Context: an optimization exercise on an open-source flow, tuned for small area, a short achievable clock period and few clock cycles. The choices shown serve that exercise and are no tape-out recipe. RTL that was checked went through simulation tests only; none was proved equivalent to the original. The RTL of runs 1 to 4 was laid out without a check of its function. Power and IR drop assume default switching activity.

**design.v**
```verilog
module crc_memchk (
    input  wire        clk,
    input  wire        rst,            
    input  wire        cmd_valid,
    output wire        cmd_ready,
    input  wire [31:0] cmd_word,
    input  wire [31:0] cmd_addr,
    input  wire [31:0] cmd_len,
    input  wire [31:0] cmd_ref,
    output wire        mem_req,
    output wire        mem_space,      
    output wire [31:0] mem_addr,
    input  wire        mem_gnt,
    input  wire        mem_rvalid,
    input  wire [15:0] mem_rdata,
    output reg         rsp_valid,
    output reg         rsp_err,
    output reg         rsp_mismatch,
    output wire [31:0] rsp_result,
    output reg         crc_fault
);
    localparam [31:0] Q32_ODD = ~32'hF0958FD9;
    reg         idle;         
    reg         chk_ph;       
    reg         go_ph;        
    reg         ok_q;         
    reg         ne_q;         
    reg         rd;           
    reg         req;
    reg  [1:0]  infl;         
    reg         fin;          
    reg  [15:0] a;            
    reg  [15:0] n;            
    reg  [31:0] ref_val;
    reg         sp, w32, chk;
    reg         hdr_ok;       
    reg  [7:0]  d_hi, d_lo;   
    reg         ph;           
    reg         dv, dlast;
    reg  [31:0] q;            
    assign cmd_ready  = idle;
    assign mem_req    = req;
    assign mem_space  = sp;
    assign mem_addr   = {16'd0, a};
    assign rsp_result = q;
    wire [7:0] op       = cmd_word[7:0];
    wire       op_known = (op == 8'h01) || (op == 8'h02) ||
                          (op == 8'h11) || (op == 8'h12);
    wire       in_ok    = op_known && (cmd_word[31:9] == 23'd0) &&
                          (cmd_addr[31:16] == 16'd0) && (cmd_len[31:16] == 16'd0);
    wire [16:0] c_end    = {1'b0, a} + {1'b0, n};
    wire        range_ok = sp ? (c_end <= 17'h00800)
                              : (!a[0] && !n[0] && (c_end <= 17'h08000));
    wire        cmd_ok   = hdr_ok && range_ok;
    wire [15:0] words    = sp ? n : {1'b0, n[15:1]};
    wire        nonempty = (n != 16'd0);
    wire       grant   = req && mem_gnt;
    wire       n_one   = (n == 16'd1);
    wire       rd_next = go_ph ? (ok_q && ne_q) : (rd && !(grant && n_one));
    wire [1:0] infl_next = infl + {1'b0, grant} - {1'b0, mem_rvalid};
    wire [15:0] w32in = {d_hi, d_lo};
    wire [15:0] w16in = {d_lo, d_hi};
    wire [31:0] c32_raw;
    wire [15:0] c16_raw;
    wire c32_t0 = q[6] ^ w32in[6];
    wire c32_t1 = q[7] ^ w32in[7];
    wire c32_t2 = q[8] ^ w32in[8];
    wire c32_t3 = q[9] ^ w32in[9];
    wire c32_t4 = q[10] ^ w32in[10];
    wire c32_t5 = q[11] ^ w32in[11];
    wire c32_t6 = q[12] ^ w32in[12];
    wire c32_t7 = q[13] ^ w32in[13];
    wire c32_t8 = q[14] ^ w32in[14];
    wire c32_t9 = q[15] ^ w32in[15];
    wire c32_t10 = q[0] ^ w32in[0];
    wire c32_t11 = q[1] ^ w32in[1];
    wire c32_t12 = q[2] ^ w32in[2];
    wire c32_t13 = q[3] ^ w32in[3];
    wire c32_t14 = q[4] ^ w32in[4];
    wire c32_t15 = q[5] ^ w32in[5];
    wire c32_t16 = c32_t0 ^ c32_t12;
    wire c32_t17 = c32_t1 ^ c32_t10;
    wire c32_t18 = c32_t11 ^ c32_t2;
    wire c32_t19 = c32_t3 ^ c32_t7;
    wire c32_t20 = c32_t13 ^ c32_t9;
    wire c32_t21 = c32_t4 ^ c32_t5;
    wire c32_t22 = c32_t15 ^ c32_t6;
    wire c32_t23 = c32_t14 ^ c32_t8;
    wire c32_t24 = c32_t14 ^ c32_t17;
    wire c32_t25 = c32_t18 ^ c32_t19;
    wire c32_t26 = c32_t16 ^ c32_t8;
    wire c32_t27 = c32_t1 ^ c32_t5;
    wire c32_t28 = c32_t2 ^ c32_t3;
    wire c32_t29 = c32_t5 ^ c32_t6;
    wire c32_t30 = c32_t21 ^ c32_t23;
    wire c32_t31 = c32_t22 ^ c32_t8;
    wire c32_t32 = c32_t3 ^ c32_t9;
    wire c32_t33 = c32_t6 ^ c32_t7;
    wire c32_t34 = c32_t0 ^ c32_t11;
    wire c32_t35 = c32_t0 ^ c32_t13;
    wire c32_t36 = c32_t2 ^ c32_t6;
    wire c32_t37 = c32_t11 ^ c32_t4;
    wire c32_t38 = c32_t15 ^ c32_t18;
    wire c32_t39 = c32_t16 ^ c32_t28;
    wire c32_t40 = c32_t20 ^ c32_t34;
    wire c32_t41 = c32_t12 ^ c32_t21;
    wire c32_t42 = c32_t19 ^ c32_t20;
    wire c32_t43 = c32_t20 ^ c32_t23;
    wire c32_t44 = c32_t24 ^ c32_t29;
    wire c32_t45 = c32_t1 ^ c32_t25;
    wire c32_t46 = q[16] ^ c32_t4;
    wire c32_t47 = c32_t0 ^ c32_t46;
    wire c32_t48 = c32_t24 ^ c32_t47;
    wire c32_t49 = q[17] ^ c32_t27;
    wire c32_t50 = c32_t38 ^ c32_t49;
    wire c32_t51 = q[18] ^ c32_t6;
    wire c32_t52 = c32_t51 ^ c32_t39;
    wire c32_t53 = q[19] ^ c32_t4;
    wire c32_t54 = c32_t13 ^ c32_t1;
    wire c32_t55 = c32_t19 ^ c32_t53;
    wire c32_t56 = c32_t54 ^ c32_t55;
    wire c32_t57 = q[20] ^ c32_t2;
    wire c32_t58 = c32_t57 ^ c32_t30;
    wire c32_t59 = q[21] ^ c32_t5;
    wire c32_t60 = c32_t32 ^ c32_t22;
    wire c32_t61 = c32_t59 ^ c32_t60;
    wire c32_t62 = q[22] ^ c32_t33;
    wire c32_t63 = c32_t24 ^ c32_t62;
    wire c32_t64 = q[23] ^ c32_t7;
    wire c32_t65 = c32_t8 ^ c32_t64;
    wire c32_t66 = c32_t38 ^ c32_t65;
    wire c32_t67 = q[24] ^ c32_t10;
    wire c32_t68 = c32_t32 ^ c32_t67;
    wire c32_t69 = c32_t26 ^ c32_t68;
    wire c32_t70 = q[25] ^ c32_t14;
    wire c32_t71 = c32_t70 ^ c32_t40;
    wire c32_t72 = q[26] ^ c32_t4;
    wire c32_t73 = c32_t15 ^ c32_t16;
    wire c32_t74 = c32_t72 ^ c32_t73;
    wire c32_t75 = q[27] ^ c32_t35;
    wire c32_t76 = c32_t27 ^ c32_t75;
    wire c32_t77 = q[28] ^ c32_t36;
    wire c32_t78 = c32_t24 ^ c32_t77;
    wire c32_t79 = q[29] ^ c32_t10;
    wire c32_t80 = c32_t15 ^ c32_t79;
    wire c32_t81 = c32_t25 ^ c32_t80;
    wire c32_t82 = q[30] ^ c32_t3;
    wire c32_t83 = c32_t37 ^ c32_t82;
    wire c32_t84 = c32_t26 ^ c32_t83;
    wire c32_t85 = q[31] ^ c32_t1;
    wire c32_t86 = c32_t20 ^ c32_t85;
    wire c32_t87 = c32_t41 ^ c32_t86;
    wire c32_t88 = c32_t36 ^ c32_t21;
    wire c32_t89 = c32_t17 ^ c32_t35;
    wire c32_t90 = c32_t88 ^ c32_t89;
    wire c32_t91 = c32_t25 ^ c32_t44;
    wire c32_t92 = c32_t4 ^ c32_t12;
    wire c32_t93 = c32_t92 ^ c32_t31;
    wire c32_t94 = c32_t25 ^ c32_t93;
    wire c32_t95 = c32_t10 ^ c32_t21;
    wire c32_t96 = c32_t42 ^ c32_t26;
    wire c32_t97 = c32_t95 ^ c32_t96;
    wire c32_t98 = c32_t10 ^ c32_t8;
    wire c32_t99 = c32_t29 ^ c32_t98;
    wire c32_t100 = c32_t40 ^ c32_t99;
    wire c32_t101 = c32_t9 ^ c32_t37;
    wire c32_t102 = c32_t33 ^ c32_t16;
    wire c32_t103 = c32_t101 ^ c32_t102;
    wire c32_t104 = c32_t7 ^ c32_t13;
    wire c32_t105 = c32_t16 ^ c32_t104;
    wire c32_t106 = c32_t30 ^ c32_t105;
    wire c32_t107 = c32_t22 ^ c32_t27;
    wire c32_t108 = c32_t43 ^ c32_t107;
    wire c32_t109 = c32_t4 ^ c32_t7;
    wire c32_t110 = c32_t9 ^ c32_t2;
    wire c32_t111 = c32_t22 ^ c32_t17;
    wire c32_t112 = c32_t109 ^ c32_t110;
    wire c32_t113 = c32_t111 ^ c32_t112;
    wire c32_t114 = c32_t30 ^ c32_t45;
    wire c32_t115 = c32_t9 ^ c32_t28;
    wire c32_t116 = c32_t31 ^ c32_t41;
    wire c32_t117 = c32_t115 ^ c32_t116;
    wire c32_t118 = c32_t42 ^ c32_t44;
    wire c32_t119 = c32_t7 ^ c32_t0;
    wire c32_t120 = c32_t17 ^ c32_t18;
    wire c32_t121 = c32_t119 ^ c32_t31;
    wire c32_t122 = c32_t120 ^ c32_t121;
    wire c32_t123 = c32_t9 ^ c32_t26;
    wire c32_t124 = c32_t45 ^ c32_t123;
    wire c32_t125 = c32_t43 ^ c32_t39;
    wire c32_t126 = c32_t3 ^ c32_t15;
    wire c32_t127 = c32_t0 ^ c32_t20;
    wire c32_t128 = c32_t126 ^ c32_t127;
    assign c32_raw[0] = c32_t48;
    assign c32_raw[1] = c32_t50;
    assign c32_raw[2] = c32_t52;
    assign c32_raw[3] = c32_t56;
    assign c32_raw[4] = c32_t58;
    assign c32_raw[5] = c32_t61;
    assign c32_raw[6] = c32_t63;
    assign c32_raw[7] = c32_t66;
    assign c32_raw[8] = c32_t69;
    assign c32_raw[9] = c32_t71;
    assign c32_raw[10] = c32_t74;
    assign c32_raw[11] = c32_t76;
    assign c32_raw[12] = c32_t78;
    assign c32_raw[13] = c32_t81;
    assign c32_raw[14] = c32_t84;
    assign c32_raw[15] = c32_t87;
    assign c32_raw[16] = c32_t90;
    assign c32_raw[17] = c32_t91;
    assign c32_raw[18] = c32_t94;
    assign c32_raw[19] = c32_t97;
    assign c32_raw[20] = c32_t100;
    assign c32_raw[21] = c32_t103;
    assign c32_raw[22] = c32_t106;
    assign c32_raw[23] = c32_t108;
    assign c32_raw[24] = c32_t113;
    assign c32_raw[25] = c32_t114;
    assign c32_raw[26] = c32_t117;
    assign c32_raw[27] = c32_t118;
    assign c32_raw[28] = c32_t122;
    assign c32_raw[29] = c32_t124;
    assign c32_raw[30] = c32_t125;
    assign c32_raw[31] = c32_t128;
    wire c16_t0 = q[11] ^ w16in[11];
    wire c16_t1 = q[12] ^ w16in[12];
    wire c16_t2 = q[8] ^ w16in[8];
    wire c16_t3 = q[13] ^ w16in[13];
    wire c16_t4 = q[9] ^ w16in[9];
    wire c16_t5 = q[10] ^ w16in[10];
    wire c16_t6 = q[14] ^ w16in[14];
    wire c16_t7 = q[15] ^ w16in[15];
    wire c16_t8 = q[4] ^ w16in[4];
    wire c16_t9 = q[5] ^ w16in[5];
    wire c16_t10 = q[6] ^ w16in[6];
    wire c16_t11 = q[7] ^ w16in[7];
    wire c16_t12 = c16_t1 ^ c16_t2;
    wire c16_t13 = c16_t3 ^ c16_t4;
    wire c16_t14 = c16_t10 ^ c16_t5;
    wire c16_t15 = c16_t0 ^ c16_t11;
    wire c16_t16 = c16_t6 ^ c16_t7;
    wire c16_t17 = q[0] ^ w16in[0];
    wire c16_t18 = q[1] ^ w16in[1];
    wire c16_t19 = q[2] ^ w16in[2];
    wire c16_t20 = q[3] ^ w16in[3];
    wire c16_t21 = c16_t17 ^ c16_t8;
    wire c16_t22 = c16_t18 ^ c16_t9;
    wire c16_t23 = c16_t15 ^ c16_t16;
    wire c16_t24 = c16_t19 ^ c16_t3;
    wire c16_t25 = c16_t7 ^ c16_t8;
    wire c16_t26 = c16_t12 ^ c16_t21;
    wire c16_t27 = c16_t13 ^ c16_t22;
    wire c16_t28 = c16_t14 ^ c16_t24;
    wire c16_t29 = c16_t12 ^ c16_t25;
    wire c16_t30 = c16_t0 ^ c16_t26;
    wire c16_t31 = c16_t1 ^ c16_t27;
    wire c16_t32 = c16_t6 ^ c16_t28;
    wire c16_t33 = c16_t20 ^ c16_t23;
    wire c16_t34 = c16_t0 ^ c16_t9;
    wire c16_t35 = c16_t13 ^ c16_t34;
    wire c16_t36 = c16_t26 ^ c16_t35;
    wire c16_t37 = c16_t1 ^ c16_t6;
    wire c16_t38 = c16_t14 ^ c16_t37;
    wire c16_t39 = c16_t27 ^ c16_t38;
    wire c16_t40 = c16_t23 ^ c16_t28;
    wire c16_t41 = c16_t20 ^ c16_t12;
    wire c16_t42 = c16_t23 ^ c16_t41;
    wire c16_t43 = c16_t13 ^ c16_t29;
    wire c16_t44 = c16_t6 ^ c16_t9;
    wire c16_t45 = c16_t5 ^ c16_t13;
    wire c16_t46 = c16_t44 ^ c16_t45;
    wire c16_t47 = c16_t0 ^ c16_t16;
    wire c16_t48 = c16_t14 ^ c16_t47;
    wire c16_t49 = c16_t2 ^ c16_t11;
    wire c16_t50 = c16_t7 ^ c16_t21;
    wire c16_t51 = c16_t49 ^ c16_t50;
    wire c16_t52 = c16_t4 ^ c16_t2;
    wire c16_t53 = c16_t22 ^ c16_t52;
    wire c16_t54 = c16_t4 ^ c16_t19;
    wire c16_t55 = c16_t14 ^ c16_t54;
    wire c16_t56 = c16_t20 ^ c16_t5;
    wire c16_t57 = c16_t15 ^ c16_t56;
    assign c16_raw[0] = c16_t30;
    assign c16_raw[1] = c16_t31;
    assign c16_raw[2] = c16_t32;
    assign c16_raw[3] = c16_t33;
    assign c16_raw[4] = c16_t29;
    assign c16_raw[5] = c16_t36;
    assign c16_raw[6] = c16_t39;
    assign c16_raw[7] = c16_t40;
    assign c16_raw[8] = c16_t42;
    assign c16_raw[9] = c16_t43;
    assign c16_raw[10] = c16_t46;
    assign c16_raw[11] = c16_t48;
    assign c16_raw[12] = c16_t51;
    assign c16_raw[13] = c16_t53;
    assign c16_raw[14] = c16_t55;
    assign c16_raw[15] = c16_t57;
    wire [31:0] q_next = w32 ? (c32_raw ^ 32'h41D912FF) : {16'd0, c16_raw};
    wire mismatch = chk && (q != ref_val);
    always @(posedge clk) begin
        if (chk_ph) begin
            d_hi <= 8'd0;
        end else if (mem_rvalid) begin
            d_hi <= sp ? mem_rdata[7:0] : mem_rdata[15:8];
            d_lo <= sp ? d_hi : mem_rdata[7:0];
        end
        if (idle) begin
            a       <= cmd_addr[15:0];
            n       <= cmd_len[15:0];
            ref_val <= cmd_ref;
            sp      <= cmd_word[8];
            w32     <= cmd_word[1];
            chk     <= cmd_word[4];
            hdr_ok  <= in_ok;
        end else if (chk_ph) begin
            n <= words;
            ok_q <= cmd_ok;
            ne_q <= nonempty;
        end else if (grant) begin
            a <= a + (sp ? 16'd1 : 16'd2);
            n <= n - 16'd1;
        end
        if (chk_ph)
            q <= (w32 && sp && n[0]) ? Q32_ODD : 32'd0;
        else if (dv)
            q <= q_next;
        if (rst) begin
            idle         <= 1'b1;
            chk_ph       <= 1'b0;
            go_ph        <= 1'b0;
            rd           <= 1'b0;
            req          <= 1'b0;
            infl         <= 2'd0;
            ph           <= 1'b0;
            fin          <= 1'b0;
            dv           <= 1'b0;
            dlast        <= 1'b0;
            rsp_valid    <= 1'b0;
            rsp_err      <= 1'b0;
            rsp_mismatch <= 1'b0;
            crc_fault    <= 1'b0;
        end else begin
            dv    <= mem_rvalid && (ph || !sp);
            ph    <= chk_ph ? n[0] : (ph ^ mem_rvalid);
            dlast <= mem_rvalid && !rd && (infl == 2'd1);
            rd    <= rd_next;
            req   <= (req && !mem_gnt) || (rd_next && (infl_next != 2'd3));
            infl  <= infl_next;
            chk_ph <= idle && cmd_valid;
            go_ph <= chk_ph;
            fin   <= (go_ph && ok_q && !ne_q) || (dv && dlast);
            rsp_valid <= fin || (go_ph && !ok_q);
            rsp_err   <= !fin;
            rsp_mismatch <= mismatch;
            if (fin && mismatch)
                crc_fault <= 1'b1;
            if (idle)
                idle <= !cmd_valid;
            else if ((go_ph && !(ok_q && ne_q)) || (dv && dlast))
                idle <= 1'b1;
        end
    end
endmodule
```
**run.sh**
```bash
#!/bin/bash
# synth_recipe.tcl (not shown) runs the flow's synth.tcl, then flattens the netlist and writes it again
# the make line also repeats each setting of config.mk as NAME=value (left out here)
make -C /OpenROAD-flow-scripts/flow DESIGN_CONFIG=/design/flow/config.mk WORK_HOME=/design/flow/orfs CLKGATE_MAP_FILE= SYNTH_SCRIPT=/design/flow/synth_recipe.tcl finish
```
**config.mk**
```make
export PLATFORM = sky130hd
export DESIGN_NAME = crc_memchk
export DESIGN_NICKNAME = crc_memchk
export VERILOG_FILES = /design/flow/design.v
export SDC_FILE = /design/flow/constraint.sdc
export NUM_CORES = 4
export LEC_CHECK = 0
export CAP_MARGIN = 20
export CORE_MARGIN = 2
export CORE_UTILIZATION = 40
export PLACE_DENSITY = 0.6
export SETUP_SLACK_MARGIN = 3.0
export SLEW_MARGIN = 20
```
**constraint.sdc**
```tcl
create_clock -name core_clock -period 6.0 [get_ports {clk}]
set_input_delay 1.2000 -clock core_clock [delete_from_list [all_inputs] [get_ports {clk}]]
set_output_delay 1.2000 -clock core_clock [all_outputs]
set_load 0.01 [all_outputs]
```
==> results.yml, run 1 <==
final_layout:
  fin_cells: 1367
  area_delta_synth_final_pct: 31.6
  n_antenna_cell: 0
  drive_gt1_frac: 0.0776
  fillCellCount: 2073
  final_area_mm2: 0.0120
  finalNetCount: 1243
logic_synthesis:
  yosys-top-cells-area: "edfxtp_1, xnor2_1, dfxtp_1"
  yosysTopAreaCell: "edfxtp_1"
  synth_ff_type: "edfxtp_1"
  synth_top_area_share: 0.363
  synth_cell_types: 53
  synth_most_common_cell: "xnor2_1"
  ys_seq_elements: 133
  synth_common_cells: "xnor2_1, edfxtp_1, nor2_1"
  avgSynthCellArea_um2: 10.5
  synth_warnings: 1
  async_flop_share: 0
  synth-edff-count: 110
  ys_seq_area_frac: 0.414
  synth_area_mm2: 0.00909
  synthCells: 866
pwr:
  seqPwrFrac: 0.225
  sw_frac_of_total: 0.426
  combPwrFrac: 0.647
  power.total_mw: 7.74
  peakVddDrop_mv: 0.331
  power_switching_mw: 3.30
  clkPwrFrac: 0.128
  intPower_mw: 4.44
  p_per_area_mw_per_mm2: 647
  leakagePower_nw: 4.31
cts:
  numCtsBuffers: 17
  h-tree-depth: 4
  clk_path_buf_depth: 2
  clk_pin_slew_ns: 0.06
  clkSinkCount: 133
  cts_tree: "built"
  clock_latency_ns: 0.42
  cts_root_buffer: "clkbuf_16"
placement:
  dp.cells: 1330
  gp_congestion: 0.864
  portBuffers: 203
  placedInstanceArea_mm2: 0.0113
  dp_hpwl_um: 19300
floorplanning:
  start_util: 0.404
  dieWidth_um: 155
  rows: 55
  core-area_mm2: 0.0225
  ios: 220
  dieArea_mm2: 0.0239
  die_h_um: 155
global_route:
  grt_max_degree: 48
  grt_use_total: 0.212
  grt_pass1_vias: 6964
  overflow: 0
  antenna_found_initial: 0
  grt_pass1_wl_um: 39100
setup_path:
  cp.required_ns: 6.25
  cp.arrival_ns: 3.18
  cp-startpoint: "a[0]"
  crit_fanout: 4
  cp-end-kind: "flop"
  r2r_setup_slack_ns: 3.08
  path_class: "flop to flop"
  r2r_start: "a[0]"
  cp-start-kind: "flop"
sta:
  slew_violations: 0
  worst_pin_slew_ns: 1.02
  finalSetupViolCount: 0
  period_minus_slack_ns: 2.92
  relSlewSlack: 0.316
  fin_crit_sh: 0.487
  finalClockSkew_ns: 0.0125
  rsz0062_at_grt: "true"
  hold_viol: 0
  fin_tns_setup_ns: 0
  max_freq_ghz: 0.342
worst_hold_path:
  hold_path_class: "flop to flop"
  min_from: "rd"
route:
  wl_per_cell_um: 18.4
  drt_iter0_markers: 494
  vias_per_cell: 5.19
  detail_route.first_pass.iterations: 5
  vias: 7089
  drcViolationCount: 0
  wl_um: 25100
  antenna_left: 0
run:
  cap_violations: 0
outcome:
  status: "no timing/DRC/antenna violations"
## cell type report
type                            instances  area [um^2]  area share
Timing Repair Buffer                  212         2120       0.177
Clock buffer                           19          447      0.0373
Clock inverter                         13          111     0.00931
Inverter                               16         60.1     0.00502
Multi-Input combinational cell        689         5100       0.426
Tap cell                              285          357      0.0298
Sequential cell                       133         3770       0.315
## power groups by stage
stage          sequential, mW  combinational (mW)  clock [mW]
2_1_floorplan            1.73                3.77           0
3_3_place_gp             1.78                4.94           0
3_5_place_dp             1.79                4.94           0
4_1_cts                  1.76                5.00        1.01
5_1_grt                  1.77                5.49        1.05
6_report                 1.74                5.00       0.994
## registers in the layout, indices dropped and copies added, names as in the netlist, 2 cells and up
name     flops
ref_val     32
q           32
d_hi         8
n           16
d_lo         8
a           16
infl         2
## worst max-delay path, stage by stage, from the launching register on
cell	delay, ns
edfxtp_1	0.45
ha_1	0.27
fa_1	0.43
a211oi_1	0.34
o211ai_1	0.19
a31oi_1	0.26
o221ai_1	0.14
a211oi_1	0.35
o211ai_1	0.14
a21oi_1	0.18
## path summary, 6_finish.rpt
path | end | depth (start not counted)
worst max-delay path | ok_q | 9
worst min-delay path | dlast | 1
worst max register to register | ok_q | 9
worst min register to register | dlast | 1
## logic make-up (layout without fill, tap and decap cells)
family                     Yosys count  count (layout)  share of synthesized area
muxes                               24              24                     0.0278
DFF                                133             133                      0.414
xor gates and xnor gates           247             247                      0.268
buffers and inverters               59             260                     0.0311
adders and majority gates           25              25                     0.0361
other                                1              16                   0.000413
AOI/OAI and AO/OA                  150             150                      0.100
and+or+nand+nor                    227             227                      0.123
## per-stage QoR
stage	setup WS [ns]	util	hold WS, ns
after floorplan	3.09	-	0.399
final	3.08	0.532	0.426
after CTS	3.00	0.530	0.427
after detailed placement	2.57	0.504	0.416
after global placement	2.62	0.504	0.414
after global routing	2.93	0.532	0.449
## cells in the final DEF, fill, tap and decap left out, types with 7 or more instances in the layout
| cell type | count |
|---|---|
| a31oi_1 | 9 |
| a211oi_1 | 21 |
| or3_1 | 9 |
| nand2_1 | 61 |
| mux2i_1 | 14 |
| mux2_2 | 10 |
| nor3_1 | 10 |
| conb_1 | 16 |
| o21ai_0 | 59 |
| clkdlybuf4s50_1 | 202 |
| a21o_1 | 10 |
| nor2_1 | 70 |
| a21oi_1 | 28 |
| dfxtp_1 | 22 |
| edfxtp_1 | 110 |
| xnor2_1 | 170 |
| inv_6 | 7 |
| inv_1 | 16 |
| ha_1 | 23 |
| clkbuf_16 | 17 |
| nand3_1 | 12 |
| nor4_1 | 21 |
| xnor2_2 | 17 |
| buf_4 | 7 |
| xor2_1 | 50 |
| nand4_1 | 18 |
## what timing repair did
item / CTS / global route
endpoints found under the setup margin: 1 / 3
resized for setup: 0 / 1
hold buffers: 0 / 0
buffers inserted: 1 / 3
## routing by layer
layer  wire [um]  global-route usage  vias up
li1            -                   -     3443
met1       11500               0.297     3352
met2       11700               0.338      266
met3        1480              0.0356       28
met4         501              0.0631        0
met5           0                   0        -
==> run 2: changes to the inputs <==
--- a/config.mk
+++ b/config.mk
@@ -9,5 +9,5 @@
 export CORE_MARGIN = 2
 export CORE_UTILIZATION = 40
 export PLACE_DENSITY = 0.6
-export SETUP_SLACK_MARGIN = 3.0
+export SETUP_SLACK_MARGIN = 3.6
 export SLEW_MARGIN = 20
==> results.yml, run 2 <==
outcome:
  status: "no timing/DRC/antenna violations"
floorplanning:
  die_h_um: 155
  start_util: 0.404
  ios: 220
  rows: 55
  dieArea_mm2: 0.0239
  core-area_mm2: 0.0225
  dieWidth_um: 155
pwr:
  combPwrFrac: 0.694
  p_per_area_mw_per_mm2: 650
  power.total_mw: 8.39
  peakVddDrop_mv: 0.345
  leakagePower_nw: 4.92
  intPower_mw: 4.84
  power_switching_mw: 3.55
  seqPwrFrac: 0.186
  sw_frac_of_total: 0.423
  clkPwrFrac: 0.120
worst_hold_path:
  hold_path_class: "flop to flop"
setup_path:
  crit_fanout: 3
  cp-start-kind: "flop"
  cp.arrival_ns: 2.86
  r2r_setup_slack_ns: 3.42
  cp.required_ns: 6.28
  path_class: "flop to flop"
  cp-end-kind: "flop"
sta:
  slew_violations: 0
  relSlewSlack: 0.449
  rsz0062_at_grt: "true"
  hold_slack_ns: 0.435
  finalSetupViolCount: 0
  hold_viol: 0
  finalClockSkew_ns: 0.00879
  fin_crit_sh: 0.431
  worst_pin_slew_ns: 0.826
  final.setup.worst_slack_ns: 3.42
  max_freq_ghz: 0.387
  period_minus_slack_ns: 2.58
  fin_tns_setup_ns: 0
route:
  wl_per_cell_um: 19.0
  highest_layer: "met4"
  antenna_left: 0
  routed-wl-met2_um: 12900
  detail_route.first_pass.iterations: 5
  drt_iter0_markers: 428
  vias_per_cell: 5.17
  vias: 7496
  wl_met3_um: 1600
  drcViolationCount: 0
  wl_um: 27600
  wl_met1_um: 12500
logic_synthesis:
  synth_ff_type: "edfxtp_1"
  synth_area_mm2: 0.00909
  synth_common_cells: "xnor2_1, edfxtp_1, nor2_1"
  synth_cell_types: 53
  synth_warnings: 1
  async_flop_share: 0
  synthCells: 866
  synth_most_common_cell: "xnor2_1"
  yosys-top-cells-area: "edfxtp_1, xnor2_1, dfxtp_1"
  ys_seq_elements: 133
  avgSynthCellArea_um2: 10.5
  synth-edff-count: 110
  synth_top_area_share: 0.363
  yosysTopAreaCell: "edfxtp_1"
  ys_seq_area_frac: 0.414
cts:
  numCtsBuffers: 17
  clk_pin_slew_ns: 0.06
  clkSinkCount: 133
  clock_latency_ns: 0.43
  cts_root_buffer: "clkbuf_16"
  clk_path_buf_depth: 2
  h-tree-depth: 4
  cts_tree: "built"
global_route:
  grt_use_total: 0.227
  grt_pass1_wl_um: 41300
  grt_pass1_vias: 7345
  grt_max_degree: 48
  antenna_found_initial: 0
  overflow: 0
run:
  cap_violations: 0
final_layout:
  final_area_mm2: 0.0129
  final_cell_mix: "xnor2_1, clkdlybuf4s50_1, edfxtp_1"
  fin_util: 0.573
  finalNetCount: 1326
  fin_cells: 1450
  n_antenna_cell: 0
  reg.largest.list: "q (32), ref_val (32)"
  fillCellCount: 2019
  drive_gt1_frac: 0.185
  final_common_cell: "xnor2_1"
  area_delta_synth_final_pct: 42.0
placement:
  place_ws_ns: 2.58
  portBuffers: 203
  placedInstanceArea_mm2: 0.0114
  dp_hpwl_um: 19400
  dp.cells: 1330
  gp_congestion: 0.859
## run 2: critical path, cell delays in order (launching register included)
cell and delay [ns]:
edfxtp_1 0.42, ha_2 0.23, fa_2 0.38, a211oi_2 0.28, o211ai_1 0.17, a31oi_1 0.25
o221ai_1 0.16, a211oi_2 0.28, a31oi_1 0.13, a21oi_1 0.15
## run 2: repair_timing
action / CTS / global route
pin swaps: 3 / 8
buffers inserted: 67 / 21
hold buffers: 0 / 0
endpoints found under the setup margin: 101 / 46
resized for setup: 91 / 49
endpoints found under the hold margin: 0 / 0
cloned: 0 / 0
## run 2: power groups by stage
stage | registers [mW] | logic [mW] | clock network, mW
2_1_floorplan | 1.73 | 3.78 | 0
3_3_place_gp | 1.77 | 4.95 | 0
3_5_place_dp | 1.78 | 4.95 | 0
4_1_cts | 1.57 | 5.44 | 1.02
5_1_grt | 1.59 | 6.30 | 1.05
6_report | 1.56 | 5.82 | 1.01
## run 2: final timing paths
path / start / to / depth (start not counted)
min reg2reg: rd / dlast / 1
max reg2reg: a[0] / ok_q / 9
min: rd / dlast / 1
max: a[0] / ok_q / 9
## run 2: final cells by class
type,count,area [um^2],area share
clock buffer,22,485,0.0376
clock inverter,10,71.3,0.00553
inverter,16,60.1,0.00465
multi-input combinational,689,5500,0.426
sequential,133,3770,0.292
tap,285,357,0.0276
timing repair buffer,295,2670,0.207
## run 2: routing by layer
metal / GRT usage / vias to the layer above
li1: - / 3630
met1: 0.311 / 3567
met2: 0.367 / 266
met3: 0.0431 / 33
met4: 0.0683 / 0
met5: 0 / -
## run 2: logic make-up (layout without fill, tap and decap cells)
logic type / after synthesis / after routing / share of synthesized area
AND/OR/NAND/NOR: 227 / 227 / 0.123
adder cells (fa/ha/maj): 25 / 25 / 0.0361
multiplexers: 24 / 24 / 0.0278
flip-flops: 133 / 133 / 0.414
AO/OA/AOI/OAI: 150 / 150 / 0.100
XOR/XNOR: 247 / 247 / 0.268
buffers and inverters: 59 / 343 / 0.0311
other: 1 / 16 / 0.000413
==> run 3: changes to the inputs <==
==> flow/run.sh (new file) <==
#!/bin/bash
# The standard layout, with every port buffered by the smallest buffer
# (sky130_fd_sc_hd__buf_1) instead of the delay cell the default picks;
# the repair steps resize these buffers where timing needs it.
set -euo pipefail
export BUFFER_PORTS_ARGS="-buffer_cell sky130_fd_sc_hd__buf_1"
bash standard.sh > standard.log 2>&1
==> standard.sh (new file) <==
#!/bin/bash
# synth_recipe.tcl (not shown) runs the flow's synth.tcl, then flattens the netlist and writes it again
# the make line also repeats each setting of config.mk as NAME=value (left out here)
make -C /OpenROAD-flow-scripts/flow DESIGN_CONFIG=/design/flow/config.mk WORK_HOME=/design/flow/orfs CLKGATE_MAP_FILE= SYNTH_SCRIPT=/design/flow/synth_recipe.tcl "${@:-finish}"
--- a/config.mk
+++ b/config.mk
@@ -9,5 +9,5 @@
 export CORE_MARGIN = 2
 export CORE_UTILIZATION = 40
 export PLACE_DENSITY = 0.6
-export SETUP_SLACK_MARGIN = 3.6
+export SETUP_SLACK_MARGIN = 3.0
 export SLEW_MARGIN = 20
removed: run.sh
==> results.yml, run 3 <==
setup_path:
  r2r_start: "a[0]"
  r2r_setup_slack_ns: 3.19
  path_class: "flop to flop"
  cp-start-kind: "flop"
  crit_fanout: 4
  reg2reg_to: "ok_q"
  reg2reg_depth: 9
  cp.required_ns: 6.28
  cp-end-kind: "flop"
  cp.arrival_ns: 3.09
final_layout:
  area_delta_synth_final_pct: 17.6
  drive_gt1_frac: 0.0769
  reg.largest.list: "q (32), ref_val (32)"
  final_common_cell: "buf_1"
  fillCellCount: 2104
  fin_cells: 1364
  n_antenna_cell: 0
  final_cell_mix: "buf_1, xnor2_1, edfxtp_1"
  finalNetCount: 1240
route:
  antenna_left: 0
  drt_iter0_markers: 419
  drcViolationCount: 0
  vias_per_cell: 5.16
  vias: 7035
  wl_um: 24100
  wl_per_cell_um: 17.7
  detail_route.first_pass.iterations: 5
pwr:
  clkPwrFrac: 0.136
  p_per_area_mw_per_mm2: 709
  power_switching_mw: 3.37
  seqPwrFrac: 0.232
  sw_frac_of_total: 0.444
  intPower_mw: 4.21
  peakVddDrop_mv: 0.401
  leakagePower_nw: 3.74
  combPwrFrac: 0.632
  power.total_mw: 7.58
placement:
  portBuffers: 203
  dp.cells: 1329
  gp_congestion: 0.886
  dp_hpwl_um: 18600
floorplanning:
  start_util: 0.404
  rows: 55
  die_h_um: 155
  dieArea_mm2: 0.0239
  dieWidth_um: 155
  ios: 220
  core-area_mm2: 0.0225
logic_synthesis:
  ys_seq_area_frac: 0.414
  synth_cell_types: 53
  yosysTopAreaCell: "edfxtp_1"
  synth_area_mm2: 0.00909
  synth_top_area_share: 0.363
  avgSynthCellArea_um2: 10.5
  synth_common_cells: "xnor2_1, edfxtp_1, nor2_1"
  yosys-top-cells-area: "edfxtp_1, xnor2_1, dfxtp_1"
  synth_most_common_cell: "xnor2_1"
  async_flop_share: 0
  synth_warnings: 1
  synth_ff_type: "edfxtp_1"
  ys_seq_elements: 133
  synthCells: 866
  synth-edff-count: 110
cts:
  clock_latency_ns: 0.43
  h-tree-depth: 4
  clk_path_buf_depth: 2
  clkSinkCount: 133
  clk_pin_slew_ns: 0.06
  cts.hold.buffers_added: 0
  cts_root_buffer: "clkbuf_16"
  cts_tree: "built"
  numCtsBuffers: 17
sta:
  relSlewSlack: 0.415
  finalClockSkew_ns: 0.0125
  finalSetupViolCount: 0
  fin_tns_setup_ns: 0
  period_minus_slack_ns: 2.81
  hold_slack_ns: 0.427
  max_freq_ghz: 0.356
  rsz0062_at_grt: "false"
  slew_violations: 0
  fin_crit_sh: 0.468
  worst_pin_slew_ns: 0.870
  hold_viol: 0
global_route:
  grt_use_total: 0.204
  grt_pass1_vias: 6743
  grt_max_degree: 72
  grt_pass1_wl_um: 37600
  overflow: 0
  antenna_found_initial: 0
worst_hold_path:
  min_from: "rd"
  hold_path_class: "flop to flop"
  hold_end: "dlast"
  hold_depth: 1
outcome:
  status: "no timing/DRC/antenna violations"
run:
  cap_violations: 0
## run 3: cell counts after synthesis
No cell type changed its count.
## run 3: final cells by class
type                            count  area, um^2  area share
Multi-Input combinational cell    689        5110       0.478
Sequential cell                   133        3770       0.352
Timing Repair Buffer              209         818      0.0766
Clock buffer                       18         439      0.0411
Tap cell                          285         357      0.0334
Clock inverter                     14         136      0.0128
Inverter                           16        60.1     0.00562
## run 3: worst max path at each step
stage / start / endpoint / slack [ns]
floorplan: mem_gnt / n[0] / 3.09
global placement: mem_rvalid / req / 2.95
detailed placement: mem_rvalid / req / 2.91
CTS: a[0] / ok_q / 3.08
global route: a[0] / ok_q / 3.03
finish: a[0] / ok_q / 3.19
## run 3: routing by layer
layer,vias up,track usage,share of wire
li1,3462,-,-
met1,3358,0.282,0.47
met2,198,0.331,0.47
met3,17,0.0443,0.053
met4,0,0.0423,0.011
met5,-,0,0
## run 3: cell families after synthesis
logic type	Yosys count	synth area share
adder cells (fa/ha/maj)	25	0.0361
flip-flops	133	0.414
multiplexers	24	0.0278
AO/OA/AOI/OAI	150	0.100
other	1	0.000413
AND/OR/NAND/NOR	227	0.123
XOR/XNOR	247	0.268
buffers and inverters	59	0.0311
## run 3: repair_timing
action	CTS	global route
resized for setup	0	3
buffers inserted	2	0
endpoints found under the setup margin	4	1
## run 3: through the flow
| step | util | setup slack [ns] | cell area [um^2] |
|---|---|---|---|
| after detailed placement | 0.447 | 2.91 | 10100 |
| after global routing | 0.475 | 3.03 | 10700 |
| after global placement | 0.447 | 2.95 | 10100 |
| after floorplan | - | 3.09 | 9150 |
| after CTS | 0.474 | 3.08 | 10700 |
| final | 0.475 | 3.19 | 10700 |
## run 3: worst max-delay path, cell delays in order (launching register included)
cell	delay (ns)
edfxtp_1	0.45
ha_1	0.28
fa_1	0.44
xor2_1	0.17
nor3_1	0.15
o2111ai_1	0.13
or3_1	0.37
nor4_1	0.36
o211ai_1	0.14
a21oi_1	0.16
## run 3: power groups by stage
stage	registers (mW)	logic (mW)	clock network (mW)
floorplan	1.73	3.77	0
global placement	1.78	4.72	0
detailed placement	1.79	4.72	0
CTS	1.76	4.78	1.04
global route	1.79	5.24	1.08
finish	1.76	4.79	1.03
==> run 4: changes to the inputs <==
--- a/config.mk
+++ b/config.mk
@@ -9,5 +9,5 @@
 export CORE_MARGIN = 2
 export CORE_UTILIZATION = 40
 export PLACE_DENSITY = 0.6
-export SETUP_SLACK_MARGIN = 3.0
+export SETUP_SLACK_MARGIN = 3.6
 export SLEW_MARGIN = 20
==> results.yml, run 4 <==
outcome:
  status: "no timing/DRC/antenna violations"
sta:
  fin_crit_sh: 0.433
  period_minus_slack_ns: 2.60
  fin_tns_setup_ns: 0
  slew_violations: 0
  hold_viol: 0
  max_freq_ghz: 0.385
  worst_pin_slew_ns: 0.774
  rsz0062_at_grt: "true"
  finalClockSkew_ns: 0.00905
  final.setup.worst_slack_ns: 3.40
  finalSetupViolCount: 0
  hold_slack_ns: 0.424
  relSlewSlack: 0.484
logic_synthesis:
  synth_warnings: 1
  synth_common_cells: "xnor2_1, edfxtp_1, nor2_1"
  ys_seq_elements: 133
  synthCells: 866
  yosysTopAreaCell: "edfxtp_1"
  yosys-top-cells-area: "edfxtp_1, xnor2_1, dfxtp_1"
  synth_ff_type: "edfxtp_1"
  synth_cell_types: 53
  synth_area_mm2: 0.00909
  ys_seq_area_frac: 0.414
  synth_top_area_share: 0.363
  synth-edff-count: 110
  avgSynthCellArea_um2: 10.5
  synth_most_common_cell: "xnor2_1"
  async_flop_share: 0
setup_path:
  cp-end-kind: "flop"
  cp-start-kind: "flop"
  cpPeakStageDelay_ns: 0.43
  r2r_setup_slack_ns: 3.40
  slowest_stage: "edfxtp_1"
  crit_buf_inv: 0
  cp.arrival_ns: 2.88
  cp.required_ns: 6.28
  crit_chain: "ha_2 > fa_2 > a211oi_2 > o211ai_1 > a31oi_1 > o221ai_1 > a211oi_2 > a31oi_1 > a21oi_1"
  cpLargestDelayFamily: "compound AO/OA/AOI/OAI gates"
  crit_fanout: 3
  path_class: "flop to flop"
final_layout:
  final_area_mm2: 0.0113
  layout.area.seq_mm2: 0.00377
  fillCellCount: 2077
  final_cell_mix: "buf_1, xnor2_1, edfxtp_1"
  final_common_cell: "buf_1"
  drive_gt1_frac: 0.135
  area_delta_synth_final_pct: 24.2
  reg.largest.list: "q (32), ref_val (32)"
  n_antenna_cell: 0
  finalNetCount: 1284
  multi_input_area_mm2: 0.00538
cts:
  cts_tree: "built"
  h-tree-depth: 4
  clock_latency_ns: 0.43
  cts_root_buffer: "clkbuf_16"
  clk_pin_slew_ns: 0.06
  numCtsBuffers: 17
  clk_path_buf_depth: 2
  clkSinkCount: 133
  cts.hold.buffers_added: 0
route:
  drt_iter0_markers: 363
  detail_route.first_pass.iterations: 4
  antenna_left: 0
  wl_per_cell_um: 17.3
  wl_um: 24400
  drcViolationCount: 0
  vias_per_cell: 5.13
  vias: 7223
pwr:
  intPower_mw: 4.57
  p_per_area_mw_per_mm2: 708
  leakagePower_nw: 4.03
  peakVddDrop_mv: 0.359
  sw_frac_of_total: 0.429
  seqPwrFrac: 0.214
  power_switching_mw: 3.43
  combPwrFrac: 0.656
  clkPwrFrac: 0.130
run:
  cap_violations: 0
worst_hold_path:
  hold_path_class: "flop to flop"
global_route:
  grt_pass1_vias: 6760
  antenna_found_initial: 0
  grt_pass1_wl_um: 36500
  overflow: 0
  grt_max_degree: 70
  grt_use_total: 0.200
placement:
  gp_congestion: 0.901
  place_ws_ns: 2.85
  portBuffers: 203
  dp_hpwl_um: 18000
  placedInstanceArea_mm2: 0.0101
floorplanning:
  rows: 55
  dieArea_mm2: 0.0239
  ios: 220
  start_util: 0.404
  die_h_um: 155
  dieWidth_um: 155
  core-area_mm2: 0.0225
## run 4: cell count changes in the layout (fill, tap and decap cells not counted), sizes merged
cell / previous run / this run
bufinv: 0 / 2
clkinvlp: 0 / 4
buf: 209 / 252
clkbuf: 18 / 20
clkinv: 7 / 5
inv: 23 / 18
## run 4: cell type report
| cell class | count | area share |
|---|---|---|
| inverter | 16 | 0.00532 |
| multi-input combinational | 689 | 0.477 |
| clock inverter | 13 | 0.0116 |
| sequential | 133 | 0.334 |
| clock buffer | 19 | 0.0392 |
| tap | 285 | 0.0316 |
| timing repair buffer | 253 | 0.102 |
## run 4: kinds of logic (layout without fill, tap and decap cells)
| family | Yosys count | count (layout) | share of synthesized area |
|---|---|---|---|
| other | 1 | 16 | 0.000413 |
| XOR/XNOR | 247 | 247 | 0.268 |
| AND/OR/NAND/NOR | 227 | 227 | 0.123 |
| buffers and inverters | 59 | 301 | 0.0311 |
| flip-flops | 133 | 133 | 0.414 |
| adder cells (fa/ha/maj) | 25 | 25 | 0.0361 |
| AO/OA/AOI/OAI | 150 | 150 | 0.100 |
| multiplexers | 24 | 24 | 0.0278 |
## run 4: stage by stage
stage	util	power (mW)	cells
floorplan	-	5.50	881
global placement	0.449	6.45	1329
detailed placement	0.449	6.47	1329
CTS	0.484	7.67	1375
global route	0.502	8.50	1408
finish	0.502	7.99	1408
## run 4: path summary, 6_finish.rpt
| kind | start | to | depth (start not counted) |
|---|---|---|---|
| max | a[0] | ok_q | 9 |
| min | rd | dlast | 1 |
| max reg2reg | a[0] | ok_q | 9 |
| min reg2reg | rd | dlast | 1 |
## run 4: worst register-to-register path, cell delays in order (launching register included)
cell      delay, ns
edfxtp_1       0.43
ha_2           0.23
fa_2           0.37
a211oi_2       0.24
o211ai_1       0.18
a31oi_1        0.29
o221ai_1       0.17
a211oi_2       0.26
a31oi_1        0.11
a21oi_1        0.16
## run 4: repair_timing
item,CTS,global route
buffers inserted,14,33
pin swaps,4,5
resized for setup,20,21
endpoints found under the setup margin,28,37
## run 4: layer usage
metal	global-route usage	routed length [um]
met1	0.273	11200
met2	0.309	11100
met5	0	0
met3	0.0417	1340
met4	0.0807	658
## run 4: power by group through the flow
stage | Clock, mW | Sequential, mW | Combinational, mW
3_5_place_dp | 0 | 1.78 | 4.69
5_1_grt | 1.09 | 1.74 | 5.67
3_3_place_gp | 0 | 1.77 | 4.69
4_1_cts | 1.06 | 1.73 | 4.89
2_1_floorplan | 0 | 1.73 | 3.78
6_report | 1.04 | 1.71 | 5.24
==> run 5: changes to the inputs <==
--- a/design.v
+++ b/design.v
@@ -48,14 +48,47 @@
                           (op == 8'h11) || (op == 8'h12);
     wire       in_ok    = op_known && (cmd_word[31:9] == 23'd0) &&
                           (cmd_addr[31:16] == 16'd0) && (cmd_len[31:16] == 16'd0);
-    wire [16:0] c_end    = {1'b0, a} + {1'b0, n};
-    wire        range_ok = sp ? (c_end <= 17'h00800)
-                              : (!a[0] && !n[0] && (c_end <= 17'h08000));
+    wire [15:0] rg = a & n;             
+    wire [15:0] rp = a | n;             
+    wire [15:0] rx = a ^ n;
+    wire [15:0] zb = rx ^ {rp[14:0], 1'b0};    
+    wire [3:0]  grp_g, grp_p;
+    genvar gi;
+    generate
+        for (gi = 0; gi < 4; gi = gi + 1) begin : g_grp
+            assign grp_g[gi] = rg[4*gi+3] | (rp[4*gi+3] & rg[4*gi+2]) |
+                               (rp[4*gi+3] & rp[4*gi+2] & rg[4*gi+1]) |
+                               (rp[4*gi+3] & rp[4*gi+2] & rp[4*gi+1] & rg[4*gi]);
+            assign grp_p[gi] = &rp[4*gi+3:4*gi];
+        end
+    endgenerate
+    wire        c8     = grp_g[1] | (grp_p[1] & grp_g[0]);
+    wire        c11    = rg[10] | (rp[10] & rg[9]) | (rp[10] & rp[9] & rg[8]) |
+                         (rp[10] & rp[9] & rp[8] & c8);
+    wire        c12    = grp_g[2] | (grp_p[2] & c8);
+    wire        c15    = rg[14] | (rp[14] & rg[13]) | (rp[14] & rp[13] & rg[12]) |
+                         (rp[14] & rp[13] & rp[12] & c12);
+    wire        nvd_ok  = !(|a[15:12]) && !(|n[15:12]) &&
+                          ((!a[11] && !n[11] && (!c11 || !(|zb[10:0]))) ||
+                           ((a[11] ^ n[11]) && !(|rp[10:0])));
+    wire        code_ok = ((!a[15] && !n[15] && (!c15 || !(|zb[14:0]))) ||
+                           ((a[15] ^ n[15]) && !(|rp[14:0]))) && !a[0] && !n[0];
+    wire        range_ok = sp ? nvd_ok : code_ok;
     wire        cmd_ok   = hdr_ok && range_ok;
     wire [15:0] words    = sp ? n : {1'b0, n[15:1]};
     wire        nonempty = (n != 16'd0);
     wire       grant   = req && mem_gnt;
     wire       n_one   = (n == 16'd1);
+    reg  [15:0] a_inc, n_dec;
+    integer     bi;
+    always @* begin
+        a_inc[0] = a[0] ^ sp;
+        n_dec[0] = !n[0];
+        for (bi = 1; bi < 16; bi = bi + 1) begin
+            a_inc[bi] = a[bi] ^ ((&(a[14:0] | ({15{1'b1}} << bi) | 15'd1)) && (!sp || a[0]));
+            n_dec[bi] = n[bi] ^ !(|(n[14:0] & ~({15{1'b1}} << bi)));
+        end
+    end
     wire       rd_next = go_ph ? (ok_q && ne_q) : (rd && !(grant && n_one));
     wire [1:0] infl_next = infl + {1'b0, grant} - {1'b0, mem_rvalid};
     wire [15:0] w32in = {d_hi, d_lo};
@@ -319,8 +352,8 @@
             ok_q <= cmd_ok;
             ne_q <= nonempty;
         end else if (grant) begin
-            a <= a + (sp ? 16'd1 : 16'd2);
-            n <= n - 16'd1;
+            a <= a_inc;
+            n <= n_dec;
         end
         if (chk_ph)
             q <= (w32 && sp && n[0]) ? Q32_ODD : 32'd0;
--- a/config.mk
+++ b/config.mk
@@ -9,5 +9,5 @@
 export CORE_MARGIN = 2
 export CORE_UTILIZATION = 40
 export PLACE_DENSITY = 0.6
-export SETUP_SLACK_MARGIN = 3.6
+export SETUP_SLACK_MARGIN = 3.9
 export SLEW_MARGIN = 20
==> results.yml, run 5 <==
final_layout:
  fillCellCount: 1691
  reg.largest.list: "q (32), ref_val (32)"
  drive_gt1_frac: 0.363
  final_cell_mix: "buf_1, buf_4, edfxtp_1"
  area_delta_synth_final_pct: 51.6
  finalNetCount: 1372
  fin_util: 0.619
  final_area_mm2: 0.0135
  n_antenna_cell: 0
  final_common_cell: "buf_1"
global_route:
  top_usage_layer: "met2"
  grtUsageMet1: 0.280
  overflow: 0
  use_met2: 0.397
  grt_max_degree: 56
  grt_pass1_vias: 7339
  antenna_found_initial: 0
  grt_pass1_wl_um: 40900
  use_met3: 0.0459
  grt_use_total: 0.230
floorplanning:
  dieWidth_um: 153
  rows: 54
  die_h_um: 153
  start_util: 0.408
  core-area_mm2: 0.0218
  dieArea_mm2: 0.0235
  ios: 220
setup_path:
  slowest_stage: "edfxtp_1"
  crit_chain: "buf_1"
  cp-start-kind: "flop"
  crit_fanout: 4
  cp.arrival_ns: 1.18
  path_class: "flop to primary output"
  cp.required_ns: 4.80
  crit_buf_inv: 1
  cpLargestDelayFamily: "flip-flops"
  cp-end-kind: "primary output"
  cpPeakStageDelay_ns: 0.56
cts:
  clk_path_buf_depth: 2
  cts_tree: "built"
  clk_pin_slew_ns: 0.06
  cts_root_buffer: "clkbuf_16"
  cts.hold.buffers_added: 0
  h-tree-depth: 4
  clkSinkCount: 133
  clock_latency_ns: 0.43
  numCtsBuffers: 17
sta:
  finalSetupViolCount: 0
  fin_crit_sh: 0.396
  period_minus_slack_ns: 2.38
  fin_tns_setup_ns: 0
  worst_pin_slew_ns: 0.929
  relSlewSlack: 0.381
  rsz0062_at_grt: "true"
  finalClockSkew_ns: 0.0131
  slew_violations: 0
  max_freq_ghz: 0.421
  hold_viol: 0
logic_synthesis:
  synthCells: 803
  synth_area_mm2: 0.00890
  async_flop_share: 0
  yosysTopAreaCell: "edfxtp_1"
  ys_seq_elements: 133
  synth_ff_type: "edfxtp_1"
  synth_most_common_cell: "xnor2_1"
  yosys-top-cells-area: "edfxtp_1, xnor2_1, xor2_1"
  ys_seq_area_frac: 0.423
  synth_top_area_share: 0.371
  avgSynthCellArea_um2: 11.1
  synth-edff-count: 110
  synth_warnings: 1
  synth_cell_types: 53
  synth_common_cells: "xnor2_1, edfxtp_1, xor2_1"
placement:
  dp_hpwl_um: 18100
  gp_congestion: 0.888
  placedInstanceArea_mm2: 0.00999
  portBuffers: 203
pwr:
  power.total_mw: 10.4
  leakagePower_nw: 5.36
  p_per_area_mw_per_mm2: 773
  peakVddDrop_mv: 0.547
route:
  drt_iter0_markers: 470
  detail_route.first_pass.iterations: 5
  vias: 7551
  antenna_left: 0
  wl_per_cell_um: 20.3
  vias_per_cell: 5.12
  drcViolationCount: 0
  wl_um: 29900
outcome:
  status: "no timing/DRC/antenna violations"
worst_hold_path:
  hold_path_class: "flop to flop"
run:
  cap_violations: 0
[run 5: changes by cell type after synthesis, moves of 8 or more]
cell     before  now
inv_1        16   46
nor2_1       70   42
o21ai_0      59   41
ha_1         23   40
nand2_1      61   47
nor4_1       21   34
a21o_1       10    0
xnor2_1     170  160
a31oi_1       9    0
xor2_1       50   59
or3_1         9    1
[run 5: layer usage]
metal	up-vias	routed length (um)
met1	3586	11500
met5	-	0
met2	354	15400
li1	3543	-
met3	68	1780
met4	0	1320
[run 5: worst paths after layout]
kind	from	to	slack, ns	cells after the start
worst min register to register	rd	dlast	0.45	1
worst min-delay path	rd	dlast	0.45	1
worst max-delay path	q[5]	rsp_result[5]	3.62	1
worst max register to register	q[12]	q[16]	3.69	8
[run 5: stage by stage]
| step | worst slack, ns | std cells | hold slack [ns] |
|---|---|---|---|
| 6_report | 3.62 | 1476 | 0.454 |
| 5_1_grt | 3.60 | 1476 | 0.474 |
| 4_1_cts | 3.60 | 1418 | 0.453 |
| 3_5_place_dp | 2.82 | 1265 | 0.433 |
| 3_3_place_gp | 2.86 | 1265 | 0.431 |
| 2_1_floorplan | 3.61 | 818 | 0.399 |
[run 5: where the power goes]
| part | switching [mW] | internal [mW] | leakage (nW) |
|---|---|---|---|
| registers | 0.222 | 1.40 | 1.29 |
| clock network | 0.445 | 0.579 | 0.272 |
| logic | 3.75 | 4.04 | 3.80 |
[run 5: worst register-to-register path, delay by kind of cell, from the launching register on]
kind	cells	cell delay [ns]
xor+xnor	5	1.10
buf+inv	2	0.38
flops	1	0.50
simple gates	1	0.06
[run 5: logic make-up (layout without fill, tap and decap cells)]
kind of cell             after synthesis  count (layout)  share of synthesized area
XOR/XNOR                             249             249                      0.284
AND/OR/NAND/NOR                      166             166                     0.0925
flip-flops                           133             133                      0.423
AO/OA/AOI/OAI                        105             105                     0.0728
buffers and inverters                 85             463                     0.0430
adder cells (fa/ha/maj)               40              40                     0.0562
multiplexers                          24              24                     0.0288
other                                  1              16                   0.000421
[run 5: timing repair]
item / CTS / global route
pin swaps: 48 / 79
hold endpoints to repair: 0 / 0
cloned: 1 / 1
resized for setup: 121 / 162
buffers inserted: 120 / 57
endpoints found under the setup margin: 150 / 103
[run 5: layout make-up]
type	instances	area, um^2	share of cell area
Multi-Input combinational cell	600	6020	0.446
Inverter	46	184	0.0136
Timing Repair Buffer	385	2600	0.193
Clock buffer	17	425	0.0315
Tap cell	280	350	0.0260
Sequential cell	133	3780	0.280
Clock inverter	15	145	0.0108
Testbench counts of run 5, summed over its fixed seeds: cycles 52,207.
==> run 6: changes to the inputs <==
--- a/config.mk
+++ b/config.mk
@@ -9,5 +9,5 @@
 export CORE_MARGIN = 2
 export CORE_UTILIZATION = 40
 export PLACE_DENSITY = 0.6
-export SETUP_SLACK_MARGIN = 3.9
+export SETUP_SLACK_MARGIN = 3.6
 export SLEW_MARGIN = 20
==> results.yml, run 6 <==
outcome:
  status: "no timing/DRC/antenna violations"
logic_synthesis:
  avgSynthCellArea_um2: 11.1
  synth_ff_type: "edfxtp_1"
  synth_warnings: 1
  synth_cell_types: 53
  synth_area_mm2: 0.00890
  yosys-top-cells-area: "edfxtp_1, xnor2_1, xor2_1"
  yosysTopAreaCell: "edfxtp_1"
  synth_most_common_cell: "xnor2_1"
  async_flop_share: 0
  synthCells: 803
  ys_seq_area_frac: 0.423
  synth_common_cells: "xnor2_1, edfxtp_1, xor2_1"
  synth-edff-count: 110
  synth_top_area_share: 0.371
  ys_seq_elements: 133
sta:
  worst_pin_slew_ns: 0.808
  rsz0062_at_grt: "true"
  final.setup.worst_slack_ns: 3.62
  period_minus_slack_ns: 2.38
  finalClockSkew_ns: 0.00867
  hold_viol: 0
  finalSetupViolCount: 0
  slew_violations: 0
  fin_crit_sh: 0.396
  fin_tns_setup_ns: 0
  max_freq_ghz: 0.421
  relSlewSlack: 0.461
  hold_slack_ns: 0.435
global_route:
  grt_pass1_wl_um: 36200
  grt_max_degree: 55
  grt_pass1_vias: 6636
  antenna_found_initial: 0
  overflow: 0
  grt_use_total: 0.204
pwr:
  peakVddDrop_mv: 0.400
  p_per_area_mw_per_mm2: 698
  leakagePower_nw: 4.09
  power.total_mw: 7.70
route:
  wl_met1_um: 9990
  drcViolationCount: 0
  wl_met3_um: 1300
  wl_per_cell_um: 18.2
  detail_route.first_pass.iterations: 5
  wl_um: 24300
  highest_layer: "met4"
  drt_iter0_markers: 364
  vias: 6729
  antenna_left: 0
  routed-wl-met2_um: 12400
  vias_per_cell: 5.04
worst_hold_path:
  hold_end: "dlast"
  min_from: "rd"
  hold_path_class: "flop to flop"
  hold_depth: 1
cts:
  numCtsBuffers: 17
  cts_root_buffer: "clkbuf_16"
  cts_tree: "built"
  cts.hold.buffers_added: 0
  clkSinkCount: 133
  clock_latency_ns: 0.42
  h-tree-depth: 4
  clk_pin_slew_ns: 0.06
  clk_path_buf_depth: 2
placement:
  placedInstanceArea_mm2: 0.00994
  dp.cells: 1264
  gp_congestion: 0.893
  place_ws_ns: 2.82
  dp_hpwl_um: 18200
  portBuffers: 203
final_layout:
  fillCellCount: 2026
  fin_cells: 1334
  layout.area.seq_mm2: 0.00377
  reg.largest.list: "q (32), ref_val (32)"
  area_delta_synth_final_pct: 24.0
  multi_input_area_mm2: 0.00503
  fin_util: 0.506
  finalNetCount: 1230
  drive_gt1_frac: 0.132
  final_area_mm2: 0.0110
  final_common_cell: "buf_1"
  final_cell_mix: "buf_1, xnor2_1, edfxtp_1"
  n_antenna_cell: 0
floorplanning:
  rows: 54
  dieWidth_um: 153
  dieArea_mm2: 0.0235
  core-area_mm2: 0.0218
  start_util: 0.408
  die_h_um: 153
  ios: 220
setup_path:
  cpPeakStageDelay_ns: 0.57
  path_class: "flop to primary output"
  crit_chain: "buf_1"
  crit_buf_inv: 1
  crit_fanout: 4
  cp-start-kind: "flop"
  cp-end-kind: "primary output"
  r2r_start: "q[7]"
  reg2reg_to: "q[1]"
  reg2reg_depth: 7
  cp.required_ns: 4.80
  r2r_setup_slack_ns: 3.66
  slowest_stage: "edfxtp_1"
  cp.arrival_ns: 1.18
  cpLargestDelayFamily: "flip-flops"
run:
  cap_violations: 0
run 6: cell counts after synthesis:
Identical to the previous run, type by type.
run 6: per-layer routing:
metal,vias to the layer above,GRT usage
li1,3255,-
met1,3201,0.251
met2,237,0.356
met3,36,0.0400
met4,0,0.0697
met5,-,0
run 6: what timing repair did:
| action | in CTS | in global routing |
|---|---|---|
| pin swaps | 3 | 3 |
| gates cloned | 0 | 1 |
| buffers inserted | 12 | 25 |
| gates resized for setup | 16 | 16 |
| setup endpoints to repair | 53 | 53 |
run 6: cell type report:
class                   count  share of cell area
multi-input cells         600               0.455
inverters                  46              0.0156
flip-flops and latches    133               0.342
clock buffers              20              0.0405
clock inverters            12              0.0139
repair buffers            243               0.101
well taps                 280              0.0317
run 6: power breakdown:
part | leakage [nW] | total [mW] | switching [mW] | internal (mW)
clock | 0.275 | 1.07 | 0.409 | 0.664
sequential | 1.29 | 1.71 | 0.313 | 1.40
combinational | 2.52 | 4.92 | 2.48 | 2.43
run 6: worst max path at each step:
stage | start | to | slack [ns] | cells past startpoint
detailed placement | mem_rvalid | req | 2.82 | 8
CTS | q[9] | rsp_result[9] | 3.57 | 1
global placement | mem_rvalid | req | 2.86 | 8
finish | q[8] | rsp_result[8] | 3.62 | 1
floorplan | mem_gnt | req | 3.60 | 8
global route | q[11] | q[4] | 3.58 | 6
run 6: cells by family after synthesis:
kind of cell / share of synthesized area
and+or+nand+nor: 0.0925
adders and majority gates: 0.0562
AOI/OAI and AO/OA: 0.0728
buffers and inverters: 0.0430
muxes: 0.0288
xor gates and xnor gates: 0.284
other: 0.000421
DFF: 0.423
==> run 7: changes to the inputs <==
--- a/config.mk
+++ b/config.mk
@@ -8,6 +8,7 @@
 export CAP_MARGIN = 20
 export CORE_MARGIN = 2
 export CORE_UTILIZATION = 40
+export CTS_BUF_LIST = sky130_fd_sc_hd__clkbuf_8
 export PLACE_DENSITY = 0.6
 export SETUP_SLACK_MARGIN = 3.6
 export SLEW_MARGIN = 20
==> results.yml, run 7 <==
setup_path:
  cp-start-kind: "flop"
  r2r_setup_slack_ns: 3.60
  path_class: "flop to flop"
  cp-end-kind: "flop"
  cp.required_ns: 6.35
  r2r_start: "q[10]"
  reg2reg_to: "crc_fault"
  crit_fanout: 4
  reg2reg_depth: 6
  cp.arrival_ns: 2.76
sta:
  fin_tns_setup_ns: 0
  finalClockSkew_ns: 0.0141
  rsz0062_at_grt: "true"
  slew_violations: 0
  finalSetupViolCount: 0
  fin_crit_sh: 0.401
  period_minus_slack_ns: 2.40
  worst_pin_slew_ns: 0.828
  max_freq_ghz: 0.416
  hold_viol: 0
  relSlewSlack: 0.448
pwr:
  intPower_mw: 4.26
  leakagePower_nw: 4.03
  seqPwrFrac: 0.228
  combPwrFrac: 0.665
  p_per_area_mw_per_mm2: 685
  clkPwrFrac: 0.107
  power_switching_mw: 3.19
  peakVddDrop_mv: 0.361
  sw_frac_of_total: 0.428
final_layout:
  finalNetCount: 1232
  fin_util: 0.499
  n_antenna_cell: 0
  area_delta_synth_final_pct: 22.2
  fillCellCount: 2054
  final_cell_mix: "buf_1, xnor2_1, edfxtp_1"
  reg.largest.list: "q (32), ref_val (32)"
  drive_gt1_frac: 0.134
  fin_cells: 1336
  final_common_cell: "buf_1"
cts:
  cts_root_buffer: "clkbuf_8"
  clk_pin_slew_ns: 0.08
  numCtsBuffers: 17
  cts_tree: "built"
  clock_latency_ns: 0.46
  clk_path_buf_depth: 2
  h-tree-depth: 4
  clkSinkCount: 133
route:
  antenna_left: 0
  detail_route.first_pass.iterations: 6
  drcViolationCount: 0
  wl_um: 24500
  wl_per_cell_um: 18.3
  drt_iter0_markers: 367
  vias: 6683
  vias_per_cell: 5.00
global_route:
  grtUsageMet1: 0.257
  top_usage_layer: "met2"
  use_met3: 0.0386
  grt_pass1_vias: 6738
  antenna_found_initial: 1
  grt_max_degree: 55
  use_met2: 0.366
  overflow: 0
  grt_use_total: 0.210
  grt_pass1_wl_um: 37200
placement:
  dp.cells: 1264
  dp_hpwl_um: 18200
  gp_congestion: 0.893
  portBuffers: 203
logic_synthesis:
  ys_seq_elements: 133
  synth_most_common_cell: "xnor2_1"
  synth_area_mm2: 0.00890
  synth_warnings: 1
  avgSynthCellArea_um2: 11.1
  synthCells: 803
  async_flop_share: 0
  synth_cell_types: 53
  synth_top_area_share: 0.371
  ys_seq_area_frac: 0.423
  yosys-top-cells-area: "edfxtp_1, xnor2_1, xor2_1"
  synth-edff-count: 110
  yosysTopAreaCell: "edfxtp_1"
  synth_ff_type: "edfxtp_1"
  synth_common_cells: "xnor2_1, edfxtp_1, xor2_1"
floorplanning:
  rows: 54
  die_h_um: 153
  ios: 220
  dieWidth_um: 153
  dieArea_mm2: 0.0235
  start_util: 0.408
  core-area_mm2: 0.0218
worst_hold_path:
  hold_depth: 1
  min_from: "rd"
  hold_end: "dlast"
  hold_path_class: "flop to flop"
outcome:
  status: "no timing/DRC/antenna violations"
run:
  cap_violations: 0
## run 7: per-layer routing
layer	up-vias	share of wire	wire length (um)
met5	-	0.00053	13
met2	226	0.50	12300
li1	3255	-	-
met3	37	0.052	1260
met4	2	0.030	735
met1	3163	0.42	10200
## run 7: through the flow
stage	power, mW	setup slack [ns]	hold WS, ns	instance area (um^2)
after global routing	7.95	3.52	0.446	10900
after floorplan	5.36	3.60	0.399	9010
after detailed placement	6.31	2.82	0.423	9940
after global placement	6.30	2.86	0.418	9940
final	7.45	3.60	0.435	10900
after CTS	7.32	3.60	0.431	10700
## run 7: area by class of cell
cell class,count,area [um^2],share of cell area
inverter,46,173,0.0159
sequential,133,3770,0.346
clock buffer,18,248,0.0228
clock inverter,14,161,0.0148
multi-input combinational,600,5040,0.463
timing repair buffer,245,1140,0.105
tap,280,350,0.0322
## run 7: cells by family after synthesis
family          after synthesis  synth area share
compound gates              105            0.0728
xor+xnor                    249             0.284
fa+ha+maj                    40            0.0562
buf+inv                      85            0.0430
flops                       133             0.423
mux                          24            0.0288
other cells                   1          0.000421
simple gates                166            0.0925
## run 7: critical path, cell delays in order (launching register included)
cell and delay, ns:
edfxtp_1 0.51, buf_4 0.19, xor2_1 0.16, nor4_1 0.57, nand4_1 0.38, o211a_1 0.33
a22o_1 0.17
## run 7: worst max path at each step
stage,startpoint,end,depth (start not counted)
floorplan,mem_gnt,req,8
global placement,mem_rvalid,req,8
detailed placement,mem_rvalid,req,8
CTS,q[6],rsp_result[6],1
global route,q[8],q[16],7
finish,q[10],crc_fault,6
## run 7: power by group through the flow
stage	Sequential, mW	Combinational (mW)	Clock [mW]
3_3_place_gp	1.79	4.51	0
3_5_place_dp	1.80	4.51	0
4_1_cts	1.69	4.82	0.814
5_1_grt	1.73	5.37	0.849
6_report	1.70	4.95	0.798
2_1_floorplan	1.72	3.64	0
## run 7: what timing repair did
| item | 4_1_cts | 5_1_grt |
|---|---|---|
| endpoints found under the setup margin | 64 | 29 |
| hold buffers | 0 | 0 |
| buffers inserted | 33 | 6 |
| cloned | 1 | 0 |
| gates resized for setup | 16 | 21 |
| pin swaps | 3 | 2 |
| endpoints found under the hold margin | 0 | 0 |

-- separate check: timing with driven ports --
The results above use ideal ports. As a check the final layouts listed here were re-extracted and re-timed, cells and wires unchanged. Step 1 sets driving cells, clkbuf_16 on the clock port and buf_2 on the other inputs (assumed; they add their load-dependent delay and slew). Step 2 adds t to the input delays and takes it off the output delays; t is the mean of the earliest and latest rising clock arrival at the registers after step 1. Input paths then give back, and output paths get back, about the clock's delay inside the block. Slacks: ideal ports / drivers / drivers and shift; pairs: ideal ports / drivers.
run	shift t [ns]	setup slack, ns	worst setup path after step 2	clock arrival spread, ns
run 1	0.465	3.078 / 3.055 / 2.846	input to register	0.012 / 0.012
run 2	0.473	3.417 / 3.417 / 3.327	input to register	0.010 / 0.010
run 3	0.477	3.189 / 3.189 / 2.880	input to register	0.018 / 0.017
run 4	0.479	3.401 / 3.401 / 3.274	input to register	0.013 / 0.013
run 5	0.470	3.622 / 3.576 / 3.375	input to register	0.013 / 0.013
run 6	0.464	3.623 / 3.579 / 3.262	input to register	0.011 / 0.011
run 7	0.494	3.595 / 3.592 / 3.237	input to register	0.017 / 0.016
After both steps every run listed still meets setup and hold. For run 6, which loses most, drivers alone change the setup slack by -0.044 ns; drivers and shift together by -0.361 ns.
